This is an optimization exercise on Yosys and OpenROAD, whose aim is small area, not a production implementation. The RTL was checked by simulation tests, not by an equivalence proof against the original design. No activity file was given, so power comes from the tool's default toggle rates. No driver is modelled on the clock port, so clocking that relies on it looks cheaper here than on a real chip.

Setup of P:
==> flow/design.v <==
module trap_dispatcher (
    input  wire        clk,
    input  wire        rst,
    input  wire        cmd_valid,
    input  wire [7:0]  cmd_code,
    input  wire [31:0] cmd_a0,
    input  wire [31:0] cmd_a1,
    input  wire [31:0] cmd_a2,
    output wire        rsp_valid,
    output wire [1:0]  rsp_status,
    output wire [31:0] rsp_r0,
    output wire        co_valid,
    output wire [31:0] co_fn,
    output wire [31:0] co_ctx,
    output wire [15:0] co_opcode,
    output wire [31:0] co_pc,
    output wire [15:0] fault
);
    localparam [1:0] ST_OK    = 2'd0;
    localparam [1:0] ST_FAIL  = 2'd1;
    localparam [1:0] ST_FAULT = 2'd2;
    reg  [1:0]  ph;
    reg         busy;
    reg         c_legal;       
    reg  [1:0]  c_op;          
    reg  [31:0] h0;            
    reg  [31:0] h1;            
    reg  [1:0]  hf;            
    reg         trap_init;
    reg         f0, f5, f7, f8, f9;
    reg  [5:0]  fhead;         
    wire op_init = c_op == 2'd0;
    wire op_bind = c_op == 2'd1;
    wire op_free = c_op == 2'd2;
    wire op_disp = c_op == 2'd3;
    wire [4:0] slot = op_bind ? fhead[4:0] : h0[4:0];
    wire       rsp  = busy & (ph == slot[1:0]);
    wire [65:0] head [0:7];
    wire [65:0] rd = head[slot[4:2]];
    wire [31:0] rd_fn  = rd[31:0];
    wire [31:0] rd_ctx = rd[63:32];
    wire [1:0]  rd_fl  = rd[65:64];
    wire        bound  = |rd_fn;
    wire g_illegal = ~c_legal;
    wire g_noinit  = c_legal & ~op_init & ~trap_init;
    wire g_ok      = c_legal & trap_init;
    wire g_nullfn  = g_ok & op_bind & (h0 == 32'd0);
    wire g_full    = g_ok & op_bind & fhead[5];
    wire g_bind    = g_ok & op_bind & ~g_nullfn & ~g_full;
    wire g_badslot = g_ok & op_free & (h0[31:5] != 27'd0);
    wire g_dfree   = g_ok & op_free & ~g_badslot & ~bound;
    wire g_free    = g_ok & op_free & ~g_badslot & bound;
    wire g_hit     = g_ok & op_disp & (h0[11:5] == 7'd0) & bound;
    wire g_release = g_free | (g_hit & rd_fl[0]);
    wire g_init    = c_legal & op_init;
    wire is_fault  = g_illegal | g_noinit | g_nullfn | g_badslot | g_dfree;
    wire wr_slot   = rsp & (g_bind | g_release);
    wire wr_all    = busy & g_init;
    wire [31:0] wd_fn   = op_bind ? h0 : 32'd0;
    wire [5:0]  wd_link = op_bind ? h1[5:0] : fhead;
    genvar r;
    generate
        for (r = 0; r < 8; r = r + 1) begin : g_ring
            reg  [65:0] e0, e1, e2, e3;
            wire [5:0]  init_link = r * 4 + ph + 1;
            wire        we = wr_all | (wr_slot & (slot[4:2] == r));
            wire [65:0] wd = {hf, h1[31:6], (g_init ? init_link : wd_link), wd_fn};
            always @(posedge clk) begin
                e0 <= e1;
                e1 <= e2;
                e2 <= e3;
                e3 <= we ? wd : e0;
            end
            assign head[r] = e0;
        end
    endgenerate
    always @(posedge clk) begin
        if (rst) begin
            ph        <= 2'd0;
            busy      <= 1'b0;
            trap_init <= 1'b0;
            f0 <= 1'b0; f5 <= 1'b0; f7 <= 1'b0; f8 <= 1'b0; f9 <= 1'b0;
        end else begin
            ph <= ph + 2'd1;
            if (rsp) begin
                busy <= 1'b0;
                if (g_illegal) f0 <= 1'b1;
                if (g_nullfn)  f5 <= 1'b1;
                if (g_noinit)  f7 <= 1'b1;
                if (g_badslot) f8 <= 1'b1;
                if (g_dfree)   f9 <= 1'b1;
                if (g_init) begin
                    trap_init <= 1'b1;
                    fhead     <= 6'd0;
                end
                if (g_bind) begin
                    fhead <= rd_ctx[5:0];
                end
                if (g_release) begin
                    fhead <= {1'b0, slot};
                end
            end
            if (cmd_valid) begin
                busy    <= 1'b1;
                c_legal <= cmd_code[7:2] == 6'b010000;
                c_op    <= cmd_code[1:0];
                h0      <= {cmd_a0[31:2], (cmd_code[1:0] == 2'd0) ? ph : cmd_a0[1:0]};
                h1      <= cmd_code[1] ? cmd_a1 : cmd_a2;
                hf      <= cmd_a1[1:0];
            end
        end
    end
    assign rsp_valid  = rsp;
    assign rsp_status = is_fault ? ST_FAULT : g_full ? ST_FAIL : ST_OK;
    assign rsp_r0     = g_full ? 32'hFFFF_FFFF :
                        g_bind ? {27'd0, slot} :
                        g_hit  ? {30'd0, rd_fl[1], ~rd_fl[1]} : 32'd0;
    assign co_valid   = rsp & g_hit;
    assign co_fn      = rd_fn;
    assign co_ctx     = rd_ctx;
    assign co_opcode  = h0[15:0];
    assign co_pc      = h1;
    assign fault = {6'd0,
                    f9 | (rsp & g_dfree),
                    f8 | (rsp & g_badslot),
                    f7 | (rsp & g_noinit),
                    1'b0,
                    f5 | (rsp & g_nullfn),
                    4'd0,
                    f0 | (rsp & g_illegal)};
endmodule
export LEC_CHECK = 0
export CAP_MARGIN = 5
export CORE_MARGIN = 2
export CORE_UTILIZATION = 85
export SLEW_MARGIN = 5
create_clock -name core_clock -period 10.0 [get_ports {clk}]
standard.sh (not shown) runs the stock make flow with config.mk's settings and CLKGATE_MAP_FILE= SYNTH_SCRIPT=/design/flow/synth_recipe.tcl, a recipe that flattens the netlist after the stock synthesis.
==> flow/flow/run.sh <==
#!/bin/bash
# Standard layout with three changes:
#  - synthesis is the standard one with an area-oriented ABC mapping script
#    (strash; dch -f; map -a, twice). Every other synthesis step is unchanged, so
#    the registers are the standard synthesis's (checked below; if they
#    differ, the standard netlist is used instead);
#  - the port buffers use the smallest buffer (buf_1);
#  - CTS builds larger sink clusters and inserts no dummy loads.
set -euo pipefail
W=$PWD
R=$W/orfs/results/sky130hd/trap_dispatcher/base

# Standard synthesis, kept to check the registers against
bash standard.sh synth > synth_standard.log 2>&1
cp $R/1_2_yosys.v $W/standard_1_2_yosys.v
cp $R/1_synth.odb $W/standard_1_synth.odb

# Same synthesis, area-oriented ABC script
rm -rf $W/scripts_area
cp -r "$FLOW_HOME/scripts" $W/scripts_area
printf 'strash\ndch -f\nmap -a\nstrash\ndch -f\nmap -a\ntopo\n' > $W/scripts_area/abc_speed.script
rm -f $R/1_2_yosys.v $R/1_synth.odb
bash standard.sh SCRIPTS_DIR=$W/scripts_area synth > synth_area.log 2>&1

if ! python3 flow/regs.py $W/standard_1_2_yosys.v $R/1_2_yosys.v > regs_check.log 2>&1; then
  echo "registers differ: using the standard netlist" >> regs_check.log
  cp $W/standard_1_2_yosys.v $R/1_2_yosys.v
  cp $W/standard_1_synth.odb $R/1_synth.odb
fi

bash standard.sh \
  BUFFER_PORTS_ARGS="-buffer_cell sky130_fd_sc_hd__buf_1" \
  CTS_ARGS="-sink_clustering_enable -repair_clock_nets -dont_use_dummy_load -sink_clustering_size 28 -sink_clustering_max_diameter 60" \
  finish > layout.log 2>&1
==> flow/flow/regs.py <==
"""Compare the registers (instance name and cell type) of two Yosys netlists.
Exit 0 if they are the same, 1 otherwise."""
import re
import sys


def regs(path):
    text = open(path).read()
    out = set()
    for m in re.finditer(r"^\s*(sky130_fd_sc_hd__\w+)\s+(\S+)\s*\(", text, re.M):
        cell, name = m.group(1), m.group(2)
        base = cell[len("sky130_fd_sc_hd__"):]
        if re.match(r"(s?e?df|dl)", base):
            out.add((re.sub(r"_\d+$", "", base), name))
    return out


a, b = regs(sys.argv[1]), regs(sys.argv[2])
print(f"registers: {len(a)} standard, {len(b)} area-mapped, {len(a ^ b)} differ")
sys.exit(0 if a == b and a else 1)
Input changes introduced in S (baseline for comparison: P):
Settings: CAP_MARGIN: 5 -> 20; SLEW_MARGIN: 5 -> 20.
--- a/flow/flow/run.sh
+++ b/flow/flow/run.sh
@@ -31,4 +31,4 @@
 bash standard.sh \
   BUFFER_PORTS_ARGS="-buffer_cell sky130_fd_sc_hd__buf_1" \
-  CTS_ARGS="-sink_clustering_enable -repair_clock_nets -dont_use_dummy_load -sink_clustering_size 28 -sink_clustering_max_diameter 60" \
+  CTS_ARGS="-sink_clustering_enable -repair_clock_nets -dont_use_dummy_load -sink_clustering_size 30 -sink_clustering_max_diameter 70" \
   finish > layout.log 2>&1
## What came out
- S: all stages complete, timing, DRC and antenna checks passed
- S vs. P: number of global-route vias before repair went up by 250.
- [compare] base=P new=S: sequential share of power has increased; register-to-register slack has increased; worst clock skew on the final layout has increased.

========
trap_dispatcher, a different RTL version from the one above (not shown whole).
Size in the first run: about 2200 flip-flops, about 270 I/O pins.
// trap_dispatcher
module trap_dispatcher (
    input  wire        clk,
    input  wire        rst,
    input  wire        cmd_valid,
    input  wire [7:0]  cmd_code,
    input  wire [31:0] cmd_a0,
    input  wire [31:0] cmd_a1,
    input  wire [31:0] cmd_a2,
    output wire        rsp_valid,
    output wire [1:0]  rsp_status,
    output wire [31:0] rsp_r0,
    output wire        co_valid,
    output wire [31:0] co_fn,
    output wire [31:0] co_ctx,
    output wire [15:0] co_opcode,
    output wire [31:0] co_pc,
    output wire [15:0] fault
);
export LEC_CHECK = 0
export CAP_MARGIN = 20
export CORE_MARGIN = 2
export CORE_UTILIZATION = 70
export SLEW_MARGIN = 20
create_clock -name core_clock -period 10.0 [get_ports {clk}]
==> flow/flow/run.sh <==
#!/bin/bash
# Standard layout with three changes:
#  - synthesis is the standard one with an area-oriented ABC mapping script
#    (strash; dch -f; map -a). Every other synthesis step is unchanged, so
#    the registers are the standard synthesis's (checked below; if they
#    differ, the standard netlist is used instead);
#  - the port buffers use the smallest buffer (buf_1);
#  - CTS builds larger sink clusters and inserts no dummy loads.
set -euo pipefail
W=$PWD
R=$W/orfs/results/sky130hd/trap_dispatcher/base

# Standard synthesis, kept to check the registers against
bash standard.sh synth > synth_standard.log 2>&1
cp $R/1_2_yosys.v $W/standard_1_2_yosys.v
cp $R/1_synth.odb $W/standard_1_synth.odb

# Same synthesis, area-oriented ABC script
rm -rf $W/scripts_area
cp -r "$FLOW_HOME/scripts" $W/scripts_area
printf 'strash\ndch -f\nmap -a\ntopo\n' > $W/scripts_area/abc_speed.script
rm -f $R/1_2_yosys.v $R/1_synth.odb
bash standard.sh SCRIPTS_DIR=$W/scripts_area synth > synth_area.log 2>&1

if ! python3 flow/regs.py $W/standard_1_2_yosys.v $R/1_2_yosys.v > regs_check.log 2>&1; then
  echo "registers differ: using the standard netlist" >> regs_check.log
  cp $W/standard_1_2_yosys.v $R/1_2_yosys.v
  cp $W/standard_1_synth.odb $R/1_synth.odb
fi

bash standard.sh \
  BUFFER_PORTS_ARGS="-buffer_cell sky130_fd_sc_hd__buf_1" \
  CTS_ARGS="-sink_clustering_enable -repair_clock_nets -dont_use_dummy_load -sink_clustering_size 30 -sink_clustering_max_diameter 70" \
  finish > layout.log 2>&1
Scripts as last shown in full above: flow/flow/regs.py
The first run produced a clean layout.
Change:
--- a/flow/flow/run.sh
+++ b/flow/flow/run.sh
@@ -4 +4 @@
-#    (strash; dch -f; map -a). Every other synthesis step is unchanged, so
+#    (strash; dch -f; map -a, twice). Every other synthesis step is unchanged, so
@@ -21 +21 @@
-printf 'strash\ndch -f\nmap -a\ntopo\n' > $W/scripts_area/abc_speed.script
+printf 'strash\ndch -f\nmap -a\nstrash\ndch -f\nmap -a\ntopo\n' > $W/scripts_area/abc_speed.script
@@ -33 +33 @@
-  CTS_ARGS="-sink_clustering_enable -repair_clock_nets -dont_use_dummy_load -sink_clustering_size 30 -sink_clustering_max_diameter 70" \
+  CTS_ARGS="-sink_clustering_enable -repair_clock_nets -dont_use_dummy_load -sink_clustering_size 25 -sink_clustering_max_diameter 60" \
CORE_UTILIZATION = 85   (was 70)
After rerunning: Setup slack improves by 0.30 ns. Fmax rose by 3.8%. Power rose by 5.2%. Routed wire length rose by 33%. Hold slack degrades by 0.029 ns. Non-clock buffer count fell by 14. Core utilization rose by 17 points. Via count rose by 14%. Cell area fell by 0.32%. First-iteration DRC count rose by 87%.
Change:
==> flow/run.sh (new file) <==
#!/bin/bash
# synth_recipe.tcl (not shown) runs the flow's synth.tcl, then flattens the netlist and writes it again
# the make line also repeats each setting of config.mk as NAME=value (left out here)
make -C /OpenROAD-flow-scripts/flow DESIGN_CONFIG=/design/flow/config.mk WORK_HOME=/design/flow/orfs CLKGATE_MAP_FILE= SYNTH_SCRIPT=/design/flow/synth_recipe.tcl finish
CORE_UTILIZATION = 40   (was 85)
removed: flow/flow/run.sh
removed: flow/flow/regs.py
removed: flow/standard.sh
Outcome:
- clock power went up by well over a third
- via count went down by roughly a tenth
- power increases by a quarter to a third
- maximum frequency fell by roughly a tenth
- worst setup slack got worse by 0.98 ns
- critical path depth is lower by 6
- core utilization goes down by 45 points
- die area climbs by well over a third
- non-clock buffer count is higher by 19
- design area increases by about a fifth
- worst hold slack gets better by 0.039 ns
Change:
==> flow/flow/run.sh (new file) <==
#!/bin/bash
# Standard layout with three changes:
#  - synthesis is the standard one with an area-oriented ABC mapping script
#    (strash; dch -f; map -a). Every other synthesis step is unchanged, so
#    the registers are the standard synthesis's (checked below; if they
#    differ, the standard netlist is used instead);
#  - the port buffers use the smallest buffer (buf_1);
#  - CTS builds larger sink clusters and inserts no dummy loads.
set -euo pipefail
W=$PWD
R=$W/orfs/results/sky130hd/trap_dispatcher/base

# Standard synthesis, kept to check the registers against
bash standard.sh synth > synth_standard.log 2>&1
cp $R/1_2_yosys.v $W/standard_1_2_yosys.v
cp $R/1_synth.odb $W/standard_1_synth.odb

# Same synthesis, area-oriented ABC script
rm -rf $W/scripts_area
cp -r "$FLOW_HOME/scripts" $W/scripts_area
printf 'strash\ndch -f\nmap -a\ntopo\n' > $W/scripts_area/abc_speed.script
rm -f $R/1_2_yosys.v $R/1_synth.odb
bash standard.sh SCRIPTS_DIR=$W/scripts_area synth > synth_area.log 2>&1

if ! python3 flow/regs.py $W/standard_1_2_yosys.v $R/1_2_yosys.v > regs_check.log 2>&1; then
  echo "registers differ: using the standard netlist" >> regs_check.log
  cp $W/standard_1_2_yosys.v $R/1_2_yosys.v
  cp $W/standard_1_synth.odb $R/1_synth.odb
fi

bash standard.sh \
  BUFFER_PORTS_ARGS="-buffer_cell sky130_fd_sc_hd__buf_1" \
  CTS_ARGS="-sink_clustering_enable -repair_clock_nets -dont_use_dummy_load -sink_clustering_size 25 -sink_clustering_max_diameter 60" \
  finish > layout.log 2>&1
==> flow/flow/regs.py (new file) <==
"""Compare the registers (instance name and cell type) of two Yosys netlists.
Exit 0 if they are the same, 1 otherwise."""
import re
import sys


def regs(path):
    text = open(path).read()
    out = set()
    for m in re.finditer(r"^\s*(sky130_fd_sc_hd__\w+)\s+(\S+)\s*\(", text, re.M):
        cell, name = m.group(1), m.group(2)
        base = cell[len("sky130_fd_sc_hd__"):]
        if re.match(r"(s?e?df|dl)", base):
            out.add((re.sub(r"_\d+$", "", base), name))
    return out


a, b = regs(sys.argv[1]), regs(sys.argv[2])
print(f"registers: {len(a)} standard, {len(b)} area-mapped, {len(a ^ b)} differ")
sys.exit(0 if a == b and a else 1)
==> flow/standard.sh (new file) <==
#!/bin/bash
# synth_recipe.tcl (not shown) runs the flow's synth.tcl, then flattens the netlist and writes it again
# the make line also repeats each setting of config.mk as NAME=value (left out here)
make -C /OpenROAD-flow-scripts/flow DESIGN_CONFIG=/design/flow/config.mk WORK_HOME=/design/flow/orfs CLKGATE_MAP_FILE= SYNTH_SCRIPT=/design/flow/synth_recipe.tcl "${@:-finish}"
CORE_UTILIZATION = 70   (was 40)
removed: flow/run.sh
Utilization rose by 29 points.
Fmax rose by 9.6%.
Routed wire length shrinks by 18%.
Clock skew came out lower by 0.0057 ns.
Power is lower by 21%.
Final cell count came out lower by 11%.
Via count goes up by 0.69%.
Setup slack improves by 0.77 ns.

==> static timing again, ports no longer ideal <==
No port has a modelled driver above. Below, the same layouts with a new extraction and two added sets of constraints.
Step 1: set_driving_cell puts a clkbuf_16 on clk and a buf_2 on each other input, an assumption about the parent block.
Step 2 times the ports against the registers' clock, not the clock port: input delays grow and output delays shrink by t, the midpoint of the rising clock arrivals with the driver on.
a / b / c = no drivers / after step 1 / after step 2; a / b = the first two.
run	t (ns)	setup slack, ns	worst setup path at the end	clock arrival spread, ns	slew at the worst register clock pin (ns)
P	0.734	1.960 / 1.890 / 1.966	register to register	0.041 / 0.041	0.11 / 0.11
S	0.721	1.720 / 1.649 / 2.032	register to register	0.060 / 0.060	0.12 / 0.12
the first run of note 2	0.720	1.871 / 1.799 / 2.519	register to output	0.048 / 0.049	0.11 / 0.11
the second run of note 2	0.738	2.168 / 2.102 / 2.391	register to register	0.061 / 0.061	0.10 / 0.10
the third run of note 2	0.878	1.189 / 1.112 / 1.990	register to output	0.048 / 0.048	0.07 / 0.07
the fourth run of note 2	0.730	1.959 / 1.890 / 2.620	register to output	0.041 / 0.041	0.10 / 0.10
After both steps setup and hold are still met in every run listed.
